What follows belongs to an exercise in optimizing a design on an open flow for small area, a short achievable clock period and few clock cycles per item; a production flow would make more cautious choices.
In this exercise RTL edits were held to simulation tests only and were not proved equivalent to the original.
Power figures rest on the tool's default switching activity, not on a simulated workload.

**flow/flow/run.sh**
```bash
#!/bin/bash
set -e
export BUFFER_PORTS_ARGS="-buffer_cell sky130_fd_sc_hd__buf_1"
export SETUP_SLACK_MARGIN=7
export CTS_ARGS="-sink_clustering_enable -repair_clock_nets -dont_use_dummy_load -root_buf sky130_fd_sc_hd__clkbuf_16 -buf_list sky130_fd_sc_hd__clkbuf_8"
bash standard.sh > standard_run.log 2>&1
```
**flow/design.v**
```verilog
module canfc_rx (
    input  wire        clk,
    input  wire        rst,           
    input  wire        mode,          
    input  wire        in_valid,
    input  wire [7:0]  in_byte,
    output wire        in_ready,
    output reg         out_valid,     
    output reg         out_ok,        
    output wire [28:0] out_id,
    output wire        out_ext,
    output wire        out_rtr,
    output wire [3:0]  out_len,
    output wire [63:0] out_data,      
    output wire        out_ts_valid,
    output wire [31:0] out_ts
);
    localparam [7:0] CH_CR    = 8'h0D;
    localparam [7:0] CH_LF    = 8'h0A;
    localparam [7:0] CH_SP    = 8'h20;
    localparam [7:0] CH_COLON = 8'h3A;
    assign in_ready = 1'b1;
    wire [7:0] b      = in_byte;
    wire       b_dec  = (b >= 8'h30) && (b <= 8'h39);
    wire       b_uhex = (b >= 8'h41) && (b <= 8'h46);
    wire       b_lhex = (b >= 8'h61) && (b <= 8'h66);
    reg        v_r;          
    reg        m;            
    reg        c_del;        
    reg        c_vcr;        
    reg        c_sp;         
    reg        c_col;        
    reg        c_hex;        
    reg [3:0]  hval;         
    reg        c_tag;        
    reg        c_t;          
    reg        c_b5, c_b1;   
    always @(posedge clk) begin
        v_r   <= in_valid && !rst;
        m     <= mode;
        c_del <= (b == (mode ? CH_LF : CH_CR));
        c_vcr <= mode && (b == CH_CR);
        c_sp  <= (b == CH_SP);
        c_col <= (b == CH_COLON);
        c_hex <= b_dec || b_uhex || b_lhex;
        hval  <= b_dec ? b[3:0] : (b_uhex || b_lhex) ? b[3:0] + 4'd9 : 4'd0;
        c_tag <= (b == 8'h54) || (b == 8'h74) || (b == 8'h52) || (b == 8'h72);
        c_t   <= (b == 8'h74);
        c_b5  <= b[5];
        c_b1  <= b[1];
    end
    wire c_dec  = c_hex && !(hval[3] && (hval[2] || hval[1]));
    wire c_r    = c_tag && c_b5 && c_b1;        
    wire [3:0] c_val = hval;
    localparam [4:0] S_FAIL  = 5'd0,
                     S_START = 5'd1,    
                     C_ID    = 5'd2,    
                     C_LEN   = 5'd3,    
                     C_RTRE  = 5'd4,    
                     C_DATA  = 5'd5,    
                     V_TOK1  = 5'd7,    
                     V_COLON = 5'd8,    
                     V_TSSP  = 5'd9,    
                     V_TOK2  = 5'd10,   
                     V_IDSP  = 5'd11,   
                     V_LEN   = 5'd12,   
                     V_LENSP = 5'd13,   
                     V_R1    = 5'd14,   
                     V_R2    = 5'd15,   
                     V_RTR   = 5'd16,   
                     V_B1    = 5'd17,   
                     V_B2    = 5'd18,   
                     V_BSP   = 5'd19;   
    reg [4:0]  st;
    localparam [6:0] CNT_0 = 7'h7F;
    function [6:0] lfsr_step(input [6:0] x);
        lfsr_step = {x[5:0], x[6] ^ x[5]};
    endfunction
    function [6:0] lfsr_n(input integer n);
        integer t;
        begin
            lfsr_n = CNT_0;
            for (t = 0; t < n; t = t + 1)
                lfsr_n = lfsr_step(lfsr_n);
        end
    endfunction
    localparam [6:0] CNT_64 = lfsr_n(64);
    reg [6:0]  cnt;          
    reg        ovf;          
    reg        pcr;          
    reg        ext, rtr;
    reg [28:0] hacc;         
    reg        hbig;         
    reg [4:0]  k;            
    reg [31:0] dacc;         
    reg        dbad;         
    reg        tsv;
    reg [3:0]  l;
    reg [63:0] data;
    assign out_id       = hacc;
    assign out_ext      = ext;
    assign out_rtr      = rtr;
    assign out_len      = l;
    assign out_data     = data;
    assign out_ts_valid = tsv;
    assign out_ts       = dacc;
    wire s_start = (st == S_START);
    wire s_cid   = (st == C_ID);
    wire s_clen  = (st == C_LEN);
    wire s_cdata = (st == C_DATA);
    wire s_tok1  = (st == V_TOK1);
    wire s_tok2  = (st == V_TOK2);
    wire s_tssp  = (st == V_TSSP);
    wire s_idsp  = (st == V_IDSP);
    wire s_lensp = (st == V_LENSP);
    wire s_bsp   = (st == V_BSP);
    wire s_b1    = (st == V_B1);
    wire s_r2    = (st == V_R2);
    wire vid_ext = (k > 5'd3);
    wire vid_bad = (k > 5'd8) || (vid_ext ? hbig : hacc[11]);
    wire nfull   = (k == {l, 1'b0});
    wire proc = v_r && !c_del && !c_vcr && !pcr;
    reg [4:0] st_n;
    always @(*) begin
        st_n = S_FAIL;
        case (st)
            S_START:
                if (!m)
                    st_n = c_tag ? C_ID : S_FAIL;
                else
                    st_n = c_sp ? S_START : c_hex ? V_TOK1 : S_FAIL;
            C_ID:    st_n = !c_hex ? S_FAIL : (k == (ext ? 5'd8 : 5'd3)) ? C_LEN : C_ID;
            C_LEN:   st_n = (!c_hex || c_val > 4'd8 || (ext ? hbig : hacc[11])) ? S_FAIL :
                            rtr ? C_RTRE : C_DATA;
            C_DATA:  st_n = (c_hex && !nfull) ? C_DATA : S_FAIL;
            V_TOK1:  st_n = c_hex ? V_TOK1 :
                            c_col ? (dbad ? S_FAIL : V_COLON) :
                            c_sp  ? (vid_bad ? S_FAIL : V_IDSP) : S_FAIL;
            V_COLON: st_n = c_sp ? V_TSSP : S_FAIL;
            V_TSSP:  st_n = c_sp ? V_TSSP : c_hex ? V_TOK2 : S_FAIL;
            V_TOK2:  st_n = c_hex ? V_TOK2 : c_sp ? (vid_bad ? S_FAIL : V_IDSP) : S_FAIL;
            V_IDSP:  st_n = c_sp ? V_IDSP : (c_hex && c_val <= 4'd8) ? V_LEN : S_FAIL;
            V_LEN:   st_n = c_sp ? V_LENSP : S_FAIL;
            V_LENSP: st_n = c_sp ? V_LENSP : c_r ? V_R1 : (c_hex && !nfull) ? V_B1 : S_FAIL;
            V_BSP:   st_n = c_sp ? V_BSP : (c_hex && !nfull) ? V_B1 : S_FAIL;
            V_R1:    st_n = c_t ? V_R2 : S_FAIL;
            V_R2:    st_n = c_r ? V_RTR : S_FAIL;
            V_RTR:   st_n = c_sp ? V_RTR : S_FAIL;
            V_B1:    st_n = c_hex ? V_B2 : S_FAIL;
            V_B2:    st_n = c_sp ? V_BSP : S_FAIL;
            default: st_n = S_FAIL;
        endcase
    end
    reg end_ok;
    always @(*) begin
        case (st)
            C_RTRE, V_RTR:          end_ok = 1'b1;
            C_DATA, V_B2, V_BSP,
            V_LEN, V_LENSP:         end_ok = nfull;
            default:                end_ok = 1'b0;
        endcase
    end
    wire h_load  = proc && (s_start || (s_tssp && c_hex));
    wire h_shift = proc && c_hex && (s_cid || s_tok1 || s_tok2);
    wire d_acc   = proc && s_tok1 && c_hex;
    wire d_en    = proc && (s_start || (s_tok1 && !c_col));
    wire n_we    = proc && (s_cdata || s_b1 || ((s_lensp || s_bsp) && c_hex));
    wire n_clr   = proc && s_start;
    wire        lc2 = dacc[0] & c_val[1];
    wire        lc3 = (dacc[1] & c_val[2]) | (dacc[1] & lc2) | (c_val[2] & lc2);
    wire [3:0]  dlo = {dacc[0] ^ dacc[2] ^ c_val[3] ^ lc3,
                       dacc[1] ^ c_val[2] ^ lc2,
                       dacc[0] ^ c_val[1],
                       c_val[0]};
    wire        lc4 = (dacc[0] & dacc[2]) | ((dacc[0] | dacc[2]) & (c_val[3] | lc3));
    wire [27:0] ax  = dacc[28:1];
    wire [27:0] ay  = dacc[30:3];
    wire [27:0] ap  = ax ^ ay;
    reg  [27:0] sg, sp;
    integer     lv, bi, bj;
    always @(*) begin
        sg = ax & ay;
        sp = ap;
        for (lv = 0; lv < 5; lv = lv + 1)
            for (bi = 0; bi < 28; bi = bi + 1)
                if ((bi >> lv) & 1) begin
                    bj = ((bi >> lv) << lv) - 1;
                    sg[bi] = sg[bi] | (sp[bi] & sg[bj]);
                    sp[bi] = sp[bi] & sp[bj];
                end
    end
    wire [27:0] hcy  = {sg[26:0] | (sp[26:0] & {27{lc4}}), lc4};
    wire [31:0] dmul = {ap ^ hcy, dlo};
    localparam [35:0] DLIM = 36'h199999996;
    wire [35:0] dcmp = {dacc, c_val};
    reg         dbig;
    integer     j;
    always @(*) begin
        dbig = 1'b1;
        for (j = 0; j < 36; j = j + 1)
            dbig = DLIM[j] ? (dcmp[j] && dbig) : (dcmp[j] || dbig);
    end
    wire [3:0]  nval = hval & {4{!n_clr}};
    integer i;
    always @(posedge clk) begin
        out_valid <= 1'b0;
        if (rst) begin
            st  <= S_START;
            cnt <= CNT_0;
            ovf <= 1'b0;
            pcr <= 1'b0;
        end else if (v_r) begin
            if (c_del) begin
                out_valid <= 1'b1;
                out_ok    <= end_ok && !ovf;
                st        <= S_START;
                cnt       <= CNT_0;
                ovf       <= 1'b0;
                pcr       <= 1'b0;
            end else begin
                if (cnt == CNT_64)
                    ovf <= 1'b1;
                else
                    cnt <= lfsr_step(cnt);
                pcr <= c_vcr;
                if (pcr)
                    st <= S_FAIL;
                else if (!c_vcr)
                    st <= st_n;
            end
        end
        if (h_load || h_shift) begin
            hacc <= {h_load ? 25'd0 : hacc[24:0], hval};
            hbig <= !h_load && (hbig || (hacc[28:25] != 4'd0));
        end
        if (d_en)
            dacc <= d_acc ? dmul : {28'd0, hval};
        if (proc && (s_start || s_tok1))
            dbad <= (!s_start && (dbad || dbig)) || !c_dec;
        if (proc && s_start) begin
            ext <= !c_b5;
            rtr <= !m && c_b1;
        end
        if (proc && (s_tok1 || s_tok2))
            ext <= vid_ext;
        if (proc && s_r2)
            rtr <= 1'b1;
        if (proc && (s_start || (s_tok1 && c_col)))
            tsv <= !s_start;
        if (proc && (s_clen || s_idsp))
            l <= c_val;
        if (h_load)
            k <= 5'd1;
        else if (h_shift && !k[4])
            k <= k + 5'd1;
        else if (proc && (s_clen || s_idsp))
            k <= 5'd0;
        else if (n_we)
            k <= k + 5'd1;
        for (i = 0; i < 16; i = i + 1)
            if (n_clr || (n_we && k[3:0] == (i ^ 1)))
                data[4*i +: 4] <= nval;
    end
endmodule
```
**flow/standard.sh**
```bash
#!/bin/bash
# synth_recipe.tcl (not shown) runs the flow's synth.tcl, then flattens the netlist and writes it again
# the make line also repeats each setting of config.mk as NAME=value (left out here)
make -C /OpenROAD-flow-scripts/flow DESIGN_CONFIG=/design/flow/config.mk WORK_HOME=/design/flow/orfs CLKGATE_MAP_FILE= SYNTH_SCRIPT=/design/flow/synth_recipe.tcl "${@:-finish}"
```
**flow/config.mk**
```make
export PLATFORM = sky130hd
export DESIGN_NAME = canfc_rx
export DESIGN_NICKNAME = canfc_rx
export VERILOG_FILES = /design/flow/design.v
export SDC_FILE = /design/flow/constraint.sdc
export NUM_CORES = 4
export LEC_CHECK = 0
export CAP_MARGIN = 20
export CORE_MARGIN = 2
export CORE_UTILIZATION = 55
export SLEW_MARGIN = 20
```
**flow/constraint.sdc**
```tcl
create_clock -name core_clock -period 10.0 [get_ports {clk}]
set_input_delay 2.0000 -clock core_clock [delete_from_list [all_inputs] [get_ports {clk}]]
set_output_delay 2.0000 -clock core_clock [all_outputs]
set_load 0.01 [all_outputs]
```
==> impl_metrics.csv, run 1 <==
group,metric,value,unit
floorplan,io_pins,147,
finish,area_growth,16.3,%
yosys,synth_cells,726,
global_route,grt_use_total,0.226,
yosys,synth_edf_count,134,
global_route,grt_overflow_total,0,
setup_path,crit_type,"flip-flop to primary output",
placed_design,portBuffers,145,
sta,worst_pin_slew,0.730,ns
sta,fin_crit,2.98,ns
yosys,ys.flop_type,"edfxtp_1",
detailed_routing,routed_wl,18200,µm
floorplan,die_w,126,µm
sta,clock_skew,0.0306,ns
pwr,power_switching,0.322,mW
sta,rsz0062_at_grt,"true",
pwr,combPwrFrac,0.122,
yosys,synth_seq_area_share,0.577,
sta,maxSlewHeadroom,0.513,
clock_network,path_clk_slew,0.08,ns
floorplan,die_h,126,µm
sta,hold_viol_final,0,
pwr,power_density,140,nW/µm²
clock_network,ctsRootBufferMaster,"clkbuf_16",
sta,fmax,336,MHz
setup_path,critical_path.endpoint_type,"primary output",
placed_design,gp_congestion,0.929,
placed_design,placedCellCount,1036,
finish,final_cell_mix,"buf_1, edfxtp_1, nor2_1, nand2_1, o21ai_0",
detailed_routing,postRouteAntennaNets,0,
finish,fin_nets,964,
setup_path,crit_family,"flip-flops",
detailed_routing,via_count,6263,
setup_path,crit_slowest_cell,"edfxtp_1",
finish,layout-drive-gt1-share,0.105,
clock_network,clk_latency,0.38,ns
pwr,p_int,1.02,mW
pwr,ir_drop,0.0766,mV
finish,final_cell_count_no_fill,1093,
pwr,leakagePower,3.35,nW
finish,postLayoutCellArea,9570,µm²
floorplan,initial_core_util,0.564,
yosys,avgSynthCellArea,11.3,µm²
clock_network,cts_buffer_depth,2,
floorplan,die_area,16000,µm²
pwr,swShare,0.240,
sta,final-setup-viol-count,0,
sta,finalSetupTns,0,ns
detailed_routing,drc,0,
yosys,ys.warnings.count,1,
placed_design,dp_hpwl,12900,µm
setup_path,cp_cell_sequence,"buf_1",
setup_path,required,8.00,ns
yosys,postSynth.asyncResetShare,0,
detailed_routing,drt_first_iter_violations,411,
setup_path,path_max_fanout,4,
sta,final_max_slew_viol_count,0,
detailed_routing,vias_per_cell,5.73,
setup_path,critPathLaunchType,"flip-flop",
global_route,grt_pass1_vias,5990,
global_route,grt_max_degree,35,
finish,antenna_cells,0,
clock_network,cts-htree-levels,4,
floorplan,placementRows,44,
hold_path,hp-class,"flip-flop to flip-flop",
global_route,grt_antenna_before_repair,0,
global_route,grt_first_pass_wirelength,28800,µm
sta,period_share,0.298,
yosys,ys_ff_latch,170,
pwr,power,1.34,mW
job,max-cap-violations,0,
setup_path,max_stage_delay,0.45,ns
detailed_routing,wl_per_cell,16.6,µm
sta,whs,0.497,ns
pwr,pwr-share-clk,0.270,
detailed_routing,drt_pre_antenna_iters,5,
setup_path,crit_buf_inv,1,
clock_network,postCtsHoldBufs,0,
yosys,yosysUniqueCellTypes,75,
finish,layout.cells.most_common,"buf_1",
floorplan,coreArea,14600,µm²
yosys,synth.cell_area,8230,µm²
clock_network,cts.sinks,170,
yosys,syn-num-nets,779,
placed_design,placed_area,8990,µm²
status,status,"complete, no violations",
clock_network,numCtsBuffers,17,
pwr,power.share.sequential,0.608,
clock_network,cts_tree,"done",
setup_path,worstPathArrival,0.98,ns
-- flip-flops by register name, indices dropped and copies added, names as in the netlist, 4 cells and up --
register / cells
hacc: 29
cnt: 7
k: 5
dacc: 32
hval: 4
data: 64
st: 5
l: 4
-- Yosys cell counts (all sizes together) (7+ instances only) --
master  number  share of area
or3          9         0.0075
edfxtp     134           0.49
o21ai       56          0.035
nand2b      17          0.013
nor2b       27          0.021
xor2        19          0.020
dfxtp       36          0.088
nor3        32          0.021
o211ai       7         0.0070
a31oi        9         0.0068
xnor2       12          0.013
ha          39          0.059
inv         26          0.012
nand2       56          0.026
clkbuf      16         0.0073
a21oi       40          0.024
nor4         8         0.0061
buf          8         0.0053
and2         7         0.0053
and3         7         0.0053
nor2        58          0.026
nand3       16         0.0097
-- metrics by stage --
step                      utilization  worst slack, ns
after CTS                       0.639             7.00
after global routing            0.656             6.90
after floorplan                     -             7.01
after global placement          0.614             6.66
after detailed placement        0.616             6.61
final                           0.656             7.02
-- path summary, 6_finish.rpt --
kind	start	endpoint	slack, ns	depth (start not counted)
max	dacc[18]$_SDFFCE_PN0P_	out_ts[18]	7.02	1
min	hval[1]$_DFF_P_	hacc[1]$_DFFE_PP_	0.50	0
max reg2reg	dacc[0]$_DFFE_PP_	dacc[30]$_SDFFCE_PN0P_	7.06	12
min reg2reg	hval[1]$_DFF_P_	hacc[1]$_DFFE_PP_	0.50	0
-- logic make-up (layout without fill, tap and decap cells) --
| kind of cell | after synthesis | after routing | synth area share |
|---|---|---|---|
| AOI/OAI and AO/OA | 169 | 169 | 0.135 |
| and+or+nand+nor | 257 | 257 | 0.159 |
| xor gates and xnor gates | 31 | 31 | 0.0330 |
| buffers and inverters | 51 | 234 | 0.0249 |
| DFF | 170 | 170 | 0.577 |
| adders and majority gates | 41 | 41 | 0.0642 |
| muxes | 6 | 6 | 0.00745 |
| other | 1 | 1 | 0.000456 |
-- worst reg2reg max path, cell delays in order (launching register included) --
cell and delay [ns]:
edfxtp_1 0.40, ha_1 0.17, inv_1 0.05, fa_2 0.35
nor2b_1 0.15, o31a_1 0.36, o211ai_2 0.23, a31oi_4 0.15
o22a_4 0.25, o31ai_4 0.24, buf_4 0.17, o21a_1 0.11
nor3_2 0.04
-- layout make-up --
type / instances / area (µm²)
clock buffers: 17 / 245
well taps: 184 / 230
flip-flops and latches: 170 / 4750
inverters: 27 / 101
fillers: 1123 / 5020
repair buffers: 190 / 906
multi-input cells: 505 / 3340
-- power by group through the flow --
stage               Clock (mW)  Sequential (mW)  Combinational, mW
floorplan                    0            0.839             0.0937
global placement             0            0.832              0.145
detailed placement           0            0.833              0.150
CTS                      0.373            0.816              0.155
global route             0.397            0.818              0.181
finish                   0.362            0.814              0.164
-- per-layer routing --
layer	share of wire	up-vias	GRT usage
met2	0.50	208	0.394
met3	0.064	29	0.0586
li1	-	3042	-
met4	0.017	0	0.0737
met5	0	-	0
met1	0.42	2984	0.275
-- timing repair --
item / CTS / global route
pin swaps: 0 / 4
endpoints found under the setup margin: 13 / 128
hold endpoints to repair: 0 / 0
resized for setup: 3 / 12
setup buffers: 11 / 29
Testbench counts, summed over its fixed seeds: cycles 18,487, lines 960.
==> inputs of run 2 (changes only) <==
--- a/flow/design.v
+++ b/flow/design.v
@@ -22,7 +22,11 @@
     assign in_ready = 1'b1;
     wire [7:0] b      = in_byte;
-    wire       b_dec  = (b >= 8'h30) && (b <= 8'h39);
-    wire       b_uhex = (b >= 8'h41) && (b <= 8'h46);
-    wire       b_lhex = (b >= 8'h61) && (b <= 8'h66);
+    wire       b_dec  = (b[7:4] == 4'h3) && (!b[3] || (b[2:1] == 2'b00));
+    wire       b_let  = (b[7:6] == 2'b01) && !b[4] && !b[3] &&
+                        (b[2:0] != 3'd0) && (b[2:0] != 3'd7);    
+    wire [3:0] b_lval = {1'b1,
+                         b[2] | (b[1] & b[0]),
+                         b[2] ? (b[1] | b[0]) : !(b[1] & b[0]),
+                         !b[0]};
     reg        v_r;          
     reg        m;            
@@ -43,6 +47,6 @@
         c_sp  <= (b == CH_SP);
         c_col <= (b == CH_COLON);
-        c_hex <= b_dec || b_uhex || b_lhex;
-        hval  <= b_dec ? b[3:0] : (b_uhex || b_lhex) ? b[3:0] + 4'd9 : 4'd0;
+        c_hex <= b_dec || b_let;
+        hval  <= ({4{b_dec}} & b[3:0]) | ({4{b_let}} & b_lval);
         c_tag <= (b == 8'h54) || (b == 8'h74) || (b == 8'h52) || (b == 8'h72);
         c_t   <= (b == 8'h74);
==> impl_metrics.csv, run 2 <==
group,metric,value,unit
global_route,grt_first_pass_wirelength,29300,µm
sta,finalSetupTns,0,ns
setup_path,required,8.00,ns
setup_path,path_depth,1,
sta,whs,0.511,ns
setup_path,r2r_cells,9,
finish,multi_input_area,3280,µm²
sta,clock_skew,0.0290,ns
setup_path,critical_path.endpoint_type,"primary output",
sta,period_share,0.302,
global_route,grt_use_total,0.232,
finish,top_register,"data",
setup_path,max_stage_delay,0.47,ns
global_route,grt_max_degree,35,
sta,worst_slack,6.98,ns
yosys,synth_area_leaders,"edfxtp_1, dfxtp_1, ha_1",
detailed_routing,drt_first_iter_violations,410,
floorplan,coreArea,14500,µm²
setup_path,critPathLaunchType,"flip-flop",
status,status,"complete, no violations",
yosys,ys.warnings.count,1,
placed_design,dp_slack,6.77,ns
global_route,grt_pass1_vias,5888,
pwr,ir_drop,0.115,mV
yosys,yosysUniqueCellTypes,68,
finish,layout-drive-gt1-share,0.117,
yosys,syn-num-nets,762,
sta,fin_crit,3.02,ns
placed_design,placedCellCount,1022,
clock_network,cts_buffer_depth,2,
clock_network,postCtsHoldBufs,0,
setup_path,worstPathArrival,1.02,ns
yosys,synth_commonest_cells,"edfxtp_1, nor2_1, nand2_1, a21oi_1, dfxtp_1",
finish,layout.cells.most_common,"buf_1",
setup_path,crit_path_end,"out_ts[10]",
floorplan,initial_core_util,0.560,
clock_network,clk_latency,0.38,ns
sta,maxSlewHeadroom,0.537,
yosys,synth_seq_area_share,0.585,
sta,final-setup-viol-count,0,
sta,fmax,331,MHz
yosys,yosysTopAreaCell,"edfxtp_1",
finish,final_cell_count_no_fill,1076,
clock_network,ctsRootBufferMaster,"clkbuf_16",
setup_path,crit_type,"flip-flop to primary output",
finish,utilization,0.654,
hold_path,hp-class,"flip-flop to flip-flop",
yosys,synth_compound_area_frac,0.117,
detailed_routing,postRouteAntennaNets,0,
yosys,synth_most_common_cell,"edfxtp_1",
floorplan,placementRows,44,
setup_path,crit_family,"flip-flops",
job,max-cap-violations,0,
placed_design,portBuffers,145,
finish,top_regs,"data (64), dacc (32), hacc (29)",
floorplan,io_pins,147,
yosys,synthSimpleGateAreaFrac,0.171,
setup_path,crit_buf_inv,1,
sta,final_max_slew_viol_count,0,
setup_path,reg2reg_slack,7.09,ns
sta,hold_viol_final,0,
pwr,leakagePower,3.53,nW
clock_network,cts.sinks,170,
global_route,grt_overflow_total,0,
finish,largest_reg_flops,64,
yosys,synth_edf_count,134,
setup_path,r2r_end,"dbad$_DFFE_PP_",
finish,final_cell_mix,"buf_1, edfxtp_1, nor2_1, nand2_1, a21oi_1",
yosys,synth_top_family_by_area,"simple AND/OR/NAND/NOR gates",
setup_path,crit_start,"dacc[10]$_SDFFCE_PN0P_",
detailed_routing,via_count,6225,
placed_design,placed_area,8830,µm²
finish,num-fill-cells,1158,
yosys,synthAdderAreaFrac,0.0574,
yosys,synth.cell_area,8110,µm²
setup_path,cp_cell_sequence,"buf_1",
yosys,synth_cells,714,
yosys,ys.flop_type,"edfxtp_1",
pwr,power,1.33,mW
floorplan,die_h,125,µm
clock_network,numCtsBuffers,17,
yosys,synthMuxAreaShare,0.00509,
pwr,power_density,140,nW/µm²
setup_path,rr_startpoint,"dacc[0]$_DFFE_PP_",
detailed_routing,wl_per_cell,17.5,µm
global_route,grt_antenna_before_repair,0,
detailed_routing,vias_per_cell,5.79,
setup_path,path_max_fanout,3,
finish,antenna_cells,0,
yosys,yosys.area.top_type_share,0.496,
placed_design,gp_congestion,0.925,
detailed_routing,routed_wl,18800,µm
detailed_routing,drc,0,
finish,fin_nets,942,
detailed_routing,drt_pre_antenna_iters,4,
yosys,avgSynthCellArea,11.4,µm²
floorplan,die_area,15700,µm²
yosys,ys_ff_latch,170,
floorplan,die_w,125,µm
clock_network,cts_tree,"done",
clock_network,path_clk_slew,0.08,ns
setup_path,crit_slowest_cell,"edfxtp_1",
yosys,postSynth.asyncResetShare,0,
placed_design,dp_hpwl,12900,µm
finish,postLayoutCellArea,9470,µm²
sta,rsz0062_at_grt,"true",
yosys,synth_xor_area_frac,0.0389,
sta,worst_pin_slew,0.690,ns
finish,final-seq-area,4750,µm²
finish,area_growth,16.8,%
clock_network,cts-htree-levels,4,
==> run 2: cell count changes after synthesis, sizes merged, moves of 4 or more <==
cell | before | now
inv | 26 | 19
clkbuf | 16 | 21
nor2 | 58 | 75
nand3b | 1 | 7
o21ai | 56 | 31
nand2 | 56 | 61
a21o | 4 | 14
nand4 | 5 | 9
nor3 | 32 | 16
ha | 39 | 34
xnor2 | 12 | 16
a21oi | 40 | 45
nor4 | 8 | 3
==> run 2: cells by family after synthesis <==
family,after synthesis
compound gates,146
xor+xnor,36
simple gates,275
buf+inv,46
fa+ha+maj,36
other cells,1
mux,4
flops,170
==> run 2: how the worst min path moves through the flow <==
stage          cells after the start                  end                 from  slack [ns]
2_1_floorplan                      0    dacc[0]$_DFFE_PP_      hval[0]$_DFF_P_        0.46
3_3_place_gp                       2  cnt[2]$_SDFFE_PP1P_  cnt[2]$_SDFFE_PP1P_        0.49
3_5_place_dp                       2  cnt[4]$_SDFFE_PP1P_  cnt[4]$_SDFFE_PP1P_        0.49
4_1_cts                            2  cnt[1]$_SDFFE_PP1P_  cnt[1]$_SDFFE_PP1P_        0.51
5_1_grt                            2  cnt[1]$_SDFFE_PP1P_  cnt[1]$_SDFFE_PP1P_        0.53
6_report                           2  cnt[4]$_SDFFE_PP1P_  cnt[4]$_SDFFE_PP1P_        0.51
==> run 2: repair_timing <==
item | in CTS | in global routing
setup endpoints to repair | 33 | 77
setup buffers | 17 | 20
resized for setup | 7 | 30
pin swaps | 0 | 3
==> run 2: power by group <==
group | switching [mW] | internal (mW)
logic | 0.0911 | 0.0572
clock network | 0.209 | 0.161
registers | 0.0181 | 0.790
total | 0.318 | 1.01
==> run 2: cell type report <==
type                    count  share of cell area
flip-flops and latches    170               0.502
multi-input cells         498               0.346
inverters                  19             0.00753
well taps                 184              0.0243
clock buffers              17              0.0259
repair buffers            188              0.0949
==> run 2: metal layers <==
metal,track usage,share of wire,vias to the layer above
met3,0.0603,0.061,28
li1,-,-,2964
met4,0.0667,0.017,0
met2,0.394,0.50,207
met1,0.296,0.43,3026
met5,0,0,-
Testbench counts of run 2, summed over its fixed seeds: cycles 18,487, lines 960.
==> inputs of run 3 (changes only) <==
--- a/flow/design.v
+++ b/flow/design.v
@@ -91,5 +91,4 @@
     localparam [6:0] CNT_64 = lfsr_n(64);
     reg [6:0]  cnt;          
-    reg        ovf;          
     reg        pcr;          
     reg        ext, rtr;
@@ -212,21 +211,17 @@
             st  <= S_START;
             cnt <= CNT_0;
-            ovf <= 1'b0;
             pcr <= 1'b0;
         end else if (v_r) begin
             if (c_del) begin
                 out_valid <= 1'b1;
-                out_ok    <= end_ok && !ovf;
+                out_ok    <= end_ok;
                 st        <= S_START;
                 cnt       <= CNT_0;
-                ovf       <= 1'b0;
                 pcr       <= 1'b0;
             end else begin
-                if (cnt == CNT_64)
-                    ovf <= 1'b1;
-                else
+                if (cnt != CNT_64)
                     cnt <= lfsr_step(cnt);
                 pcr <= c_vcr;
-                if (pcr)
+                if (pcr || cnt == CNT_64)
                     st <= S_FAIL;
                 else if (!c_vcr)
==> impl_metrics.csv, run 3 <==
group,metric,value,unit
setup_path,r2r_cells,11,
yosys,synth_cells,714,
finish,top_register,"data",
clock_network,cts_buffer_depth,2,
floorplan,io_pins,147,
hold_path,hp-class,"flip-flop to flip-flop",
yosys,syn-num-nets,762,
pwr,leakagePower,3.37,nW
sta,final_max_slew_viol_count,0,
floorplan,die_area,15700,µm²
setup_path,crit_family,"flip-flops",
yosys,synth_area_leaders,"edfxtp_1, dfxtp_1, ha_1",
sta,fin_crit,2.99,ns
global_route,grt_use_total,0.235,
clock_network,ctsRootBufferMaster,"clkbuf_16",
yosys,ys.warnings.count,1,
finish,utilization,0.652,
finish,layout-drive-gt1-share,0.115,
finish,final_cell_mix,"buf_1, edfxtp_1, nor2_1, buf_4, a21oi_1",
placed_design,placedCellCount,1019,
pwr,power,1.32,mW
sta,clock_skew,0.0389,ns
detailed_routing,via_count,6220,
setup_path,critical_path.endpoint_type,"primary output",
setup_path,cp_cell_sequence,"buf_1",
finish,final_cell_count_no_fill,1076,
setup_path,crit_start,"dacc[11]$_SDFFCE_PN0P_",
yosys,synth_edf_count,134,
pwr,ir_drop,0.0848,mV
clock_network,clk_latency,0.39,ns
sta,hold_viol_final,0,
finish,postLayoutCellArea,9400,µm²
yosys,yosys.area.top_type_share,0.498,
detailed_routing,drc,0,
yosys,yosysUniqueCellTypes,70,
setup_path,crit_buf_inv,1,
setup_path,r2r_end,"dacc[22]$_SDFFCE_PN0P_",
detailed_routing,vias_per_cell,5.78,
job,max-cap-violations,0,
pwr,power_density,141,nW/µm²
yosys,ys.flop_type,"edfxtp_1",
sta,period_share,0.299,
detailed_routing,drt_pre_antenna_iters,5,
status,status,"complete, no violations",
sta,maxSlewHeadroom,0.499,
setup_path,required,8.00,ns
global_route,grt_max_degree,33,
placed_design,gp_congestion,0.952,
finish,top_regs,"data (64), dacc (32), hacc (29)",
finish,layout.cells.most_common,"buf_1",
placed_design,placed_area,8800,µm²
yosys,synth_most_common_cell,"edfxtp_1",
detailed_routing,drt_first_iter_violations,633,
detailed_routing,wl_per_cell,17.2,µm
setup_path,crit_path_end,"out_ts[11]",
sta,fmax,334,MHz
sta,rsz0062_at_grt,"true",
placed_design,dp_hpwl,12800,µm
setup_path,reg2reg_slack,7.04,ns
sta,whs,0.507,ns
setup_path,worstPathArrival,0.99,ns
floorplan,coreArea,14400,µm²
detailed_routing,routed_wl,18600,µm
setup_path,max_stage_delay,0.46,ns
global_route,grt_antenna_before_repair,0,
setup_path,crit_type,"flip-flop to primary output",
yosys,synth.cell_area,8090,µm²
clock_network,cts_tree,"done",
setup_path,rr_startpoint,"dacc[11]$_SDFFCE_PN0P_",
sta,finalSetupTns,0,ns
placed_design,portBuffers,145,
finish,largest_reg_flops,64,
global_route,grt_overflow_total,0,
placed_design,dp_slack,6.83,ns
global_route,grt_first_pass_wirelength,29600,µm
sta,worst_slack,7.01,ns
yosys,ys_ff_latch,169,
finish,fin_nets,942,
yosys,postSynth.asyncResetShare,0,
yosys,avgSynthCellArea,11.3,µm²
floorplan,placementRows,44,
clock_network,cts.sinks,169,
clock_network,numCtsBuffers,17,
floorplan,die_w,125,µm
setup_path,path_max_fanout,4,
yosys,synth_seq_area_share,0.584,
floorplan,initial_core_util,0.561,
setup_path,crit_slowest_cell,"edfxtp_1",
global_route,grt_pass1_vias,5780,
finish,area_growth,16.2,%
finish,antenna_cells,0,
clock_network,path_clk_slew,0.08,ns
setup_path,path_depth,1,
floorplan,die_h,125,µm
detailed_routing,postRouteAntennaNets,0,
yosys,yosysTopAreaCell,"edfxtp_1",
sta,final-setup-viol-count,0,
sta,worst_pin_slew,0.750,ns
clock_network,cts-htree-levels,4,
yosys,synth_commonest_cells,"edfxtp_1, nor2_1, o21ai_0, a21oi_1, nand2_1",
setup_path,critPathLaunchType,"flip-flop",
## run 3: where the power goes
part	internal (mW)	switching, mW	leakage, nW
combinational	0.0570	0.0919	1.71
sequential	0.789	0.0178	1.54
clock	0.161	0.207	0.127
## run 3: cell families (layout without fill, tap and decap cells)
logic type / count (synthesis) / count (layout) / synth area share
xor gates and xnor gates: 36 / 36 / 0.0390
DFF: 169 / 169 / 0.584
adders and majority gates: 36 / 36 / 0.0575
muxes: 4 / 4 / 0.00526
buffers and inverters: 49 / 227 / 0.0237
AOI/OAI and AO/OA: 163 / 163 / 0.133
other: 1 / 1 / 0.000464
and+or+nand+nor: 256 / 256 / 0.157
## run 3: area by class of cell
cell class	count	area [µm²]
multi-input cells	496	3240
well taps	184	230
fillers	1139	5020
clock buffers	17	245
flip-flops and latches	169	4730
inverters	21	78.8
repair buffers	189	878
## run 3: per-layer routing
layer  global-route usage  routed length [µm]
met5                    0                   0
met4               0.0843                 389
met3               0.0471                1130
met2                0.378                8700
met1                0.322                8330
## run 3: worst min-delay path by stage
stage	from	slack [ns]	depth (start not counted)	end
6_report	pcr$_SDFFE_PP0P_	0.51	2	pcr$_SDFFE_PP0P_
5_1_grt	cnt[0]$_SDFFE_PP1P_	0.56	2	cnt[0]$_SDFFE_PP1P_
4_1_cts	pcr$_SDFFE_PP0P_	0.51	2	pcr$_SDFFE_PP0P_
3_5_place_dp	cnt[4]$_SDFFE_PP1P_	0.50	2	cnt[4]$_SDFFE_PP1P_
3_3_place_gp	c_vcr$_DFF_P_	0.49	2	pcr$_SDFFE_PP0P_
2_1_floorplan	cnt[4]$_SDFFE_PP1P_	0.47	2	cnt[4]$_SDFFE_PP1P_
## run 3: timing repair
item / CTS / global route
setup buffers: 23 / 17
endpoints found under the setup margin: 20 / 160
hold buffers: 0 / 0
pin swaps: 0 / 1
resized for setup: 0 / 27
Testbench counts of run 3, summed over its fixed seeds: cycles 18,487, lines 960.

==> static timing again, ports no longer ideal <==
In the flow no input, the clock included, has a driving cell. The finished layouts below were timed again as built, in two steps.
Step 1 (the two cells are an assumption about what drives the block):
set clk [get_ports {clk}]
set_driving_cell -lib_cell sky130_fd_sc_hd__clkbuf_16 $clk
set_driving_cell -lib_cell sky130_fd_sc_hd__buf_2 [delete_from_list [all_inputs] $clk]
Step 2 times the ports against the registers' clock, not the clock port: input delays grow and output delays shrink by t, the midpoint of the rising clock arrivals with the driver on.
a / b / c = ideal ports / drivers / drivers and shift; a / b = the first two.
| run | t (ns) | setup slack, ns | slew at the worst register clock pin (ns) |
|---|---|---|---|
| run 1 | 0.407 | 7.022 / 6.979 / 6.704 | 0.09 / 0.09 |
| run 2 | 0.406 | 6.981 / 6.940 / 6.717 | 0.09 / 0.09 |
| run 3 | 0.412 | 7.005 / 6.961 / 6.780 | 0.10 / 0.10 |
After both steps every run listed still meets setup and hold. For run 1, which loses most, drivers alone change the setup slack by -0.043 ns; drivers and shift together by -0.318 ns.
